From an optimization exercise on the open Yosys and OpenROAD flow, aimed at small area and few clock cycles; shortcuts taken in it are not production practice.
Only simulation tests tie the RTL to the original design; equivalence was not proved.
No activity file was given, so power comes from the tool's default toggle rates.

## ftdi_frame_codec
module ftdi_frame_codec (
    input  wire        clk,
    input  wire        rst,           
    input  wire        op_valid,
    input  wire [2:0]  op_code,       
    input  wire [15:0] op_arg,        
    output wire        op_ready,
    output wire        tx_valid,
    output reg  [7:0]  tx_data,
    input  wire        tx_ready,
    input  wire        rx_valid,
    input  wire [7:0]  rx_data,
    output wire        rx_ready,
    input  wire [4:0]  rd_idx,
    output wire [15:0] rd_sp,
    output wire [11:0] rd_samp0,
    output wire [11:0] rd_samp1,
    output wire [11:0] rd_samp2,
    output reg  [2:0]  phase,
    output reg  [2:0]  fault,
    output reg  [5:0]  n_count,
    output wire [10:0] wlen,
    output wire [7:0]  erl,
    output reg  [10:0] txcount,
    output reg  [7:0]  rlen,
    output wire [5:0]  nsamp,
    output wire [16:0] stat_sum,
    output wire [5:0]  stat_cnt,
    output wire        stat_valid
);
    localparam [7:0] OP_PREDIV_OFF     = 8'h8A;
    localparam [7:0] OP_SET_DIVISOR    = 8'h86;
    localparam [7:0] OP_ADAPTIVE_OFF   = 8'h97;
    localparam [7:0] OP_MULTIPHASE_OFF = 8'h8D;
    localparam [7:0] OP_GPIO_SET       = 8'h80;
    localparam [7:0] WR_HDR0 = 8'h11, WR_HDR1 = 8'h02, WR_HDR2 = 8'h00;
    localparam [7:0] XFER_HDR0 = 8'h31, XFER_HDR1 = 8'h00, XFER_HDR2 = 8'h00;
    localparam [7:0] RDBITS_CMD0 = 8'h22, RDBITS_CMD1 = 8'h03;
  ...
==> flow/config.mk <==
export PLATFORM = sky130hd
export DESIGN_NAME = ftdi_frame_codec
export DESIGN_NICKNAME = ftdi_frame_codec
export VERILOG_FILES = /design/flow/design.v
export SDC_FILE = /design/flow/constraint.sdc
export NUM_CORES = 4
export LEC_CHECK = 0
export CAP_MARGIN = 20
export CORE_MARGIN = 2
export CORE_UTILIZATION = 40
export PLACE_DENSITY = 0.6
export SLEW_MARGIN = 20
export SYNTH_HIERARCHICAL = 1
==> flow/constraint.sdc <==
create_clock -name core_clock -period 10.0 [get_ports {clk}]
set_input_delay 2.0000 -clock core_clock [delete_from_list [all_inputs] [get_ports {clk}]]
set_output_delay 2.0000 -clock core_clock [all_outputs]
set_load 0.01 [all_outputs]
standard.sh (not shown) runs the stock make flow with config.mk's settings and CLKGATE_MAP_FILE= SYNTH_SCRIPT=/design/flow/synth_recipe.tcl, a recipe that flattens the netlist after the stock synthesis.
==> flow/flow/run.sh <==
#!/bin/bash
# Standard ORFS layout, with
#  - an area-oriented re-mapping of the combinational logic of the standard
#    synthesis (registers, their names and cell types are kept as they are;
#    the read multiplexers' three-way AND-OR-invert cells are kept too),
#  - a leaner clock tree (no dummy loads, larger sink clusters),
#  - the smallest buffer on each port.
set -euo pipefail
here=$(pwd)
res=$here/orfs/results/$FLOW_PLATFORM/ftdi_frame_codec/base
lib=$FLOW_HOME/platforms/$FLOW_PLATFORM/lib/sky130_fd_sc_hd__tt_025C_1v80.lib

export CTS_ARGS="-sink_clustering_enable -repair_clock_nets -buf_list sky130_fd_sc_hd__clkbuf_8 -sink_clustering_size 18 -sink_clustering_max_diameter 60 -dont_use_dummy_load"
export BUFFER_PORTS_ARGS="-buffer_cell sky130_fd_sc_hd__buf_1"

# 1. standard synthesis
bash standard.sh synth > standard_synth.log 2>&1

# 2. re-map the combinational logic for area
seq=$(python3 flow/combmap.py "$lib")
yosys -q -l combmap.log -p "read_liberty -ignore_miss_func $lib; delete $seq sky130_fd_sc_hd__conb_1; write_verilog -noattr $here/combmap.v" > /dev/null 2>&1 || true
dontuse=$(grep -o -- "-dont_use [^ ]*" "$here/orfs/logs/$FLOW_PLATFORM/ftdi_frame_codec/base/1_2_yosys.log" | sort -u | tr '\n' ' ')
cp "$res/1_2_yosys.v" "$here/1_2_yosys_standard.v"
yosys -l post_synth.log -p "
read_liberty -lib $lib
read_verilog $here/1_2_yosys_standard.v
hierarchy -top $FLOW_TOP
select -set regs $FLOW_TOP/t:sky130_fd_sc_hd__df* $FLOW_TOP/t:sky130_fd_sc_hd__edf*
tee -o $here/regs_before.txt select -list @regs
techmap -map $here/combmap.v $FLOW_TOP/* $FLOW_TOP/t:sky130_fd_sc_hd__a222oi_1 %d
techmap
opt_expr
opt_clean -purge
abc -liberty $lib $dontuse -script $here/flow/area.abc
rename -hide $FLOW_TOP/w:*.*
opt_clean -purge
hilomap -singleton -hicell sky130_fd_sc_hd__conb_1 HI -locell sky130_fd_sc_hd__conb_1 LO
splitnets
opt_clean -purge
insbuf -buf sky130_fd_sc_hd__buf_4 A X
select -set regs2 $FLOW_TOP/t:sky130_fd_sc_hd__df* $FLOW_TOP/t:sky130_fd_sc_hd__edf*
tee -o $here/regs_after.txt select -list @regs2
stat -liberty $lib
write_verilog -noattr -nohex -nodec $here/1_2_yosys_area.v
" > /dev/null
# keep the standard netlist unless the registers are exactly the same
if cmp -s <(sort regs_before.txt) <(sort regs_after.txt); then
  cp "$here/1_2_yosys_area.v" "$res/1_2_yosys.v"
  rm -f "$res/1_synth.odb" "$res/1_synth.sdc"
  echo "post-synthesis re-mapping used" > post_synth_status.txt
else
  echo "registers differ; standard netlist kept" > post_synth_status.txt
fi

# 3. the rest of the layout
bash standard.sh > standard_finish.log 2>&1
Other scripts of this flow, unchanged in this note and not shown: flow/flow/area.abc, flow/flow/combmap.py
Testbench counts at the start, summed over its fixed seeds: cycles 23,344.
Then changed:
--- a/flow/flow/run.sh
+++ b/flow/flow/run.sh
@@ -11,5 +11,5 @@
 lib=$FLOW_HOME/platforms/$FLOW_PLATFORM/lib/sky130_fd_sc_hd__tt_025C_1v80.lib
 
-export CTS_ARGS="-sink_clustering_enable -repair_clock_nets -buf_list sky130_fd_sc_hd__clkbuf_8 -sink_clustering_size 18 -sink_clustering_max_diameter 60 -dont_use_dummy_load"
+export CTS_ARGS="-sink_clustering_enable -repair_clock_nets -buf_list sky130_fd_sc_hd__clkbuf_8 -sink_clustering_size 18 -sink_clustering_max_diameter 90 -dont_use_dummy_load"
 export BUFFER_PORTS_ARGS="-buffer_cell sky130_fd_sc_hd__buf_1"
 
- The changed run completed without violations
- sequential power is about the same
- hold slack gains 12 ps
- core utilization goes down by 0.14 points
- via count hardly moves
- power goes down by 0.83%
- cell count stays flat
- global-route usage barely changes

ftdi_frame_codec, a different RTL version from the one above (not shown whole).
For scale: ~3000 cells after synthesis, roughly 42000 µm² of cells after synthesis.
clock: 10.0 ns
lec_check: 0
cap_margin: 5
core_margin: 2
core_utilization: 40
place_density: 0.6
slew_margin: 5
synth_hierarchical: 1
==> flow/flow/run.sh <==
#!/bin/bash
# Standard ORFS layout, with
#  - an area-oriented re-mapping of the combinational logic of the standard
#    synthesis (registers, their names and cell types are kept as they are;
#    the read multiplexers' three-way AND-OR-invert cells are kept too),
#  - a leaner clock tree (no dummy loads, larger sink clusters),
#  - the smallest buffer on each port.
set -euo pipefail
here=$(pwd)
res=$here/orfs/results/$FLOW_PLATFORM/ftdi_frame_codec/base
lib=$FLOW_HOME/platforms/$FLOW_PLATFORM/lib/sky130_fd_sc_hd__tt_025C_1v80.lib

export CTS_ARGS="-sink_clustering_enable -repair_clock_nets -buf_list sky130_fd_sc_hd__clkbuf_8 -sink_clustering_size 18 -sink_clustering_max_diameter 60 -dont_use_dummy_load"
export BUFFER_PORTS_ARGS="-buffer_cell sky130_fd_sc_hd__buf_1"

# 1. standard synthesis
bash standard.sh synth > standard_synth.log 2>&1

# 2. re-map the combinational logic for area
seq=$(python3 flow/combmap.py "$lib")
yosys -q -l combmap.log -p "read_liberty -ignore_miss_func $lib; delete $seq sky130_fd_sc_hd__conb_1; write_verilog -noattr $here/combmap.v" > /dev/null 2>&1 || true
dontuse=$(grep -o -- "-dont_use [^ ]*" "$here/orfs/logs/$FLOW_PLATFORM/ftdi_frame_codec/base/1_2_yosys.log" | sort -u | tr '\n' ' ')
cp "$res/1_2_yosys.v" "$here/1_2_yosys_standard.v"
yosys -l post_synth.log -p "
read_liberty -lib $lib
read_verilog $here/1_2_yosys_standard.v
hierarchy -top $FLOW_TOP
select -set regs $FLOW_TOP/t:sky130_fd_sc_hd__df* $FLOW_TOP/t:sky130_fd_sc_hd__edf*
tee -o $here/regs_before.txt select -list @regs
techmap -map $here/combmap.v $FLOW_TOP/* $FLOW_TOP/t:sky130_fd_sc_hd__a222oi_1 %d
techmap
opt_expr
opt_clean -purge
abc -liberty $lib $dontuse -script $here/flow/area.abc
rename -hide $FLOW_TOP/w:*.*
opt_clean -purge
hilomap -singleton -hicell sky130_fd_sc_hd__conb_1 HI -locell sky130_fd_sc_hd__conb_1 LO
splitnets
opt_clean -purge
insbuf -buf sky130_fd_sc_hd__buf_4 A X
select -set regs2 $FLOW_TOP/t:sky130_fd_sc_hd__df* $FLOW_TOP/t:sky130_fd_sc_hd__edf*
tee -o $here/regs_after.txt select -list @regs2
stat -liberty $lib
write_verilog -noattr -nohex -nodec $here/1_2_yosys_area.v
" > /dev/null
# keep the standard netlist unless the registers are exactly the same
if cmp -s <(sort regs_before.txt) <(sort regs_after.txt); then
  cp "$here/1_2_yosys_area.v" "$res/1_2_yosys.v"
  rm -f "$res/1_synth.odb" "$res/1_synth.sdc"
  echo "post-synthesis re-mapping used" > post_synth_status.txt
else
  echo "registers differ; standard netlist kept" > post_synth_status.txt
fi

# 3. the rest of the layout
bash standard.sh > standard_finish.log 2>&1
Other scripts of this flow, unchanged in this note and not shown: flow/flow/area.abc, flow/flow/combmap.py
Testbench counts at the start, summed over its fixed seeds: cycles 23,344.
Change:
Settings changed: CAP_MARGIN 5 to 20, SLEW_MARGIN 5 to 20.
Sequential cell count stays the same.
Clock power is about the same.
Critical path depth stays the same.
Area after synthesis does not change.
Total power stays flat.
Non-clock buffer count does not change.
Cell count stays flat.
Utilization barely changes.

## run a
ftdi_frame_codec, a different RTL version from the one above (not shown whole).
Size: about 3,200 cells after synthesis, about 180 I/O pins, roughly 42,000 µm² of cells after synthesis.
Settings: LEC_CHECK=0, CAP_MARGIN=20, CORE_MARGIN=2, CORE_UTILIZATION=55, PLACE_DENSITY=0.7, SLEW_MARGIN=20, SYNTH_HIERARCHICAL=1; clock period 10.0 ns.
==> flow/flow/area.abc <==
&get -n
&st
&dch
&nf -a
&st
&dch
&nf -a
&put
==> flow/flow/combmap.py <==
# Writes the list of sequential cells (flip-flops, latches) of a liberty file,
# one per line, so the post-synthesis pass can leave them untouched.
import re, sys
lib = open(sys.argv[1]).read()
seq = []
for part in re.split(r'\n\s*cell\s*\(', lib)[1:]:
    name = part[:part.index(')')].strip().strip('"')
    if re.search(r'\b(ff|ff_bank|latch|latch_bank|statetable)\s*\(', part):
        seq.append(name)
print(' '.join(seq))
Scripts as last shown in full above: flow/flow/run.sh
Run a went all the way through the flow, and no timing, DRC or antenna check failed.
Testbench counts of run a, summed over its fixed seeds: cycles 23,344.
Relative to run a, the following input files were edited for run b:
- CORE_UTILIZATION now 40, was 55
- PLACE_DENSITY now 0.6, was 0.7
==> comparison <==
- In the flow results for run b and run a, the global-route usage is smaller on run b.
- Final instance count without filler cells (run a / run b): 0.920
- Run b vs run a: cell area after placement up in run b
- Compared with run a, run b shows total wire length lower by about 0.9%.
- Changes observed in run b relative to run a: setup slack rose 0.033 ns; final core area utilization fell 16 points.

## re-timing with driven ports
No port has a modelled driver above. Below, the same layouts with a new extraction and two added sets of constraints. Step 1 assumes that a clkbuf_16 drives the clock port and a buf_2 every other input. Step 2 adds t to the input delays and takes it off the output delays; t is the mean of the earliest and latest rising clock arrival at the registers after step 1. Input paths then give back, and output paths get back, about the clock's delay inside the block. Three values: ideal ports, drivers, drivers and shift; two values: the first two.
run | t, ns | setup slack, ns | worst register clock-pin slew, ns
the first run of note 1 | 0.812 | 0.381 / 0.319 / 0.624 | 0.11 / 0.11
the second run of note 1 | 0.800 | 0.396 / 0.325 / 0.659 | 0.12 / 0.12
the first run of note 2 | 0.787 | 0.846 / 0.763 / 0.763 | 0.11 / 0.11
the second run of note 2 | 0.785 | 0.838 / 0.755 / 0.755 | 0.11 / 0.11
run a | 0.777 | 0.706 / 0.623 / 0.623 | 0.11 / 0.11
run b | 0.814 | 0.739 / 0.639 / 0.639 | 0.11 / 0.11
After both steps setup and hold are still met in every run listed. The setup slack of run b, which loses most, moves by -0.100 ns with the drivers and by -0.100 ns with both steps.
